This is an optimization exercise on Yosys and OpenROAD, whose aim is small area, not a production implementation.
RTL that was checked went through simulation tests only; none was proved equivalent to the original.
Power and IR drop assume default switching activity.

job 101:
==> flow/design.v (excerpt) <==
module msop_core (
    input  wire        clk,
    input  wire        rst,
    output wire [7:0]  imem_addr,
    input  wire [63:0] imem_data,
    output wire        dmem_re,
    output wire        dmem_we,
    output wire [7:0]  dmem_addr,
    output wire [31:0] dmem_wdata,
    input  wire [31:0] dmem_rdata,
    output wire        halted,
    output wire        aborted,
    output wire [1:0]  abort_cause,
    input  wire [3:0]  dbg_sel,
    output wire [31:0] dbg_val
);
export LEC_CHECK = 0
export CAP_MARGIN = 20
export CORE_MARGIN = 2
export CORE_UTILIZATION = 40
export PLACE_DENSITY = 0.6
export SLEW_MARGIN = 20
create_clock -name core_clock -period 13.0 [get_ports {clk}]
standard.sh (not shown) runs the stock make flow with config.mk's settings and CLKGATE_MAP_FILE= SYNTH_SCRIPT=/design/flow/synth_recipe.tcl, a recipe that flattens the netlist after the stock synthesis.
==> flow/flow/run.sh <==
#!/bin/bash
# Own layout flow: the standard flow (standard.sh: ORFS with the standard flow's
# synthesis script, floorplan, power grid, placement and routing) with three
# changes, none of which touches the registers or the constraints:
#  - ABC maps the logic with an area-oriented script (flow/abc_map.script)
#    in place of ORFS's delay-oriented one; ORFS's scripts are copied here
#    and only abc_speed.script is replaced;
#  - each port gets the smallest buffer, buf_1, instead of the default one;
#  - the clock tree uses larger sink clusters and no dummy loads.
# The make output goes to flow.log here; ORFS keeps each step's log under orfs/logs.
set -euo pipefail
rm -rf scripts
cp -r "$FLOW_HOME/scripts" scripts
cp flow/abc_map.script scripts/abc_speed.script
export SCRIPTS_DIR="$PWD/scripts"
export BUFFER_PORTS_ARGS="-buffer_cell sky130_fd_sc_hd__buf_1"
export CTS_ARGS="-sink_clustering_enable -repair_clock_nets -dont_use_dummy_load -sink_clustering_size 28 -sink_clustering_max_diameter 100"
bash standard.sh finish > flow.log 2>&1
==> flow/flow/abc_map.script <==
strash
dc2
dch -f
amap
topo
## Diff of input files: job 102 against job 101
--- a/flow/design.v
+++ b/flow/design.v
@@ -74,23 +74,23 @@
     generate
         for (gi = 0; gi < 16; gi = gi + 1) begin : g_add
             assign S[gi]    = XA[gi] ^ XB[gi] ^ cl[gi];
             assign cl[gi+1] = (XA[gi] & XB[gi]) | (cl[gi] & (XA[gi] ^ XB[gi]));
             assign u[gi]    = XA[gi+16] ^ XB[gi+16] ^ ch[gi];
             assign ch[gi+1] = (XA[gi+16] & XB[gi+16]) | (ch[gi] & (XA[gi+16] ^ XB[gi+16]));
             assign t[gi+1]  = t[gi] & u[gi];
             assign S[gi+16] = u[gi] ^ (cl[16] & t[gi]);
         end
     endgenerate
-    wire s_hz = ~|S[31:10];
-    wire s_z  = s_hz & ~|S[9:0];
-    wire s_n  = S[31];
+    wire s_z  = ~|XBr;
+    wire s_n  = XBr[31];
+    wire a_ok = ~|A[31:10];
     reg taken;
     always @(*) begin
         case (op[2:0])
             3'd5: taken = s_z;              
             3'd6: taken = ~s_n;             
             3'd7: taken = s_n | s_z;        
             3'd0: taken = ~s_n & ~s_z;      
             default: taken = s_n;           
         endcase
     end
@@ -122,21 +122,21 @@
             end
             ST_PB: begin
                 if (mk_b) begin
                     selR = 1'b1;
                     if (is_md) begin
                         xa1 = 1'b0;
                         inv = is_div & R[31]; cin = is_div & R[31];
                         nstate = ST_XF;
                     end else begin
                         selR = ~(is_set | is_br);
-                        nstate = (is_mem & ~s_hz) ? ST_ABT2 : ST_PA;
+                        nstate = ST_PA;
                     end
                 end
             end
             ST_XF: begin
                 xa1 = 1'b0; xa2 = 1'b1; bsrc = 1'b1;
                 if (mk_b && lap) nstate = ST_IT;
             end
             ST_IT: begin
                 xa1 = 1'b0; xa2 = 1'b1;
                 if (is_div) begin
@@ -145,21 +145,22 @@
                 end else begin
                     selY = B[31];
                 end
                 if (mk_b && lap) nstate = is_div ? ST_MV : ST_PA;
             end
             ST_MV: begin
                 xa1 = 1'b0; xa2 = 1'b1; s_in = B[31] ^ qn;
                 if (mk_b && lap) nstate = ST_PA;
             end
             ST_PA: begin
-                if (is_ld) begin
+                if (is_mem & ~a_ok) nstate = ST_ABT2;
+                else if (is_ld) begin
                     if (mk_a1) begin re = 1'b1; nstate = ST_LDW; end
                 end else if (mk_a) begin
                     pc_adv = 1'b1; nstate = ST_FET;
                     if (is_st) begin we = 1'b1; selR = 1'b1; end
                     if (is_br) begin xa1 = 1'b0; selR = 1'b1; end
                     if (is_wr) begin cin = is_div & qn; wen = 1'b1; end
                 end
             end
             ST_LDW: begin
                 wen = 1'b1; wrd = 1'b1; pc_adv = 1'b1; nstate = ST_FET;
--- outcome ---
Against job 101, power in job 102 came out worse. The final reports for job 102 and job 101 show fmax higher in the former. Going from job 101 to job 102, adder-cell share of the synthesized area shows no meaningful change; relative contribution of combinational cells to total power essentially unchanged; peak ir drop on the vdd network went down; post-CTS setup buffer count fell 2. Compared job 102 against job 101; proportion of cell area spent on the clock network within noise. Taking job 101 as the reference, in job 102 netlist area before placement closely matched the old numbers, share of final-layout standard cells stronger than drive strength 1 decreased by 3.6 points relative to the old numbers, cell area decreased by about 1.7% relative to the old numbers. The path type of the worst setup path comes out flop to flop in one run and input port to flop in the other, namely in job 102 and job 101 respectively.
For job 101, only the layout was checked, not whether the RTL still works.

## port drivers added, routing unchanged
In the flow no input, the clock included, has a driving cell. The finished layouts below were timed again as built, in two steps. Step 1 assumes that a clkbuf_16 drives the clock port and a buf_2 every other input. Step 2 adds t to the input delays and takes it off the output delays; t is the mean of the earliest and latest rising clock arrival at the registers after step 1. Input paths then give back, and output paths get back, about the clock's delay inside the block. a / b / c = no drivers / after step 1 / after step 2; a / b = the first two.
run	t (ns)	setup WS [ns]	worst hold slack (ns)	worst setup path after step 2	cell pins on the clock port's net
job 101	0.634	0.325 / 0.359 / -0.275	0.312 / 0.312 / 0.312	input to register	1
job 102	0.633	0.856 / 0.856 / 0.261	0.327 / 0.327 / 0.327	input to register	1
With both steps, setup timing fails in job 101, where it was met with ideal ports. For job 101, which loses most, drivers alone change the setup slack by +0.034 ns; drivers and shift together by -0.600 ns.
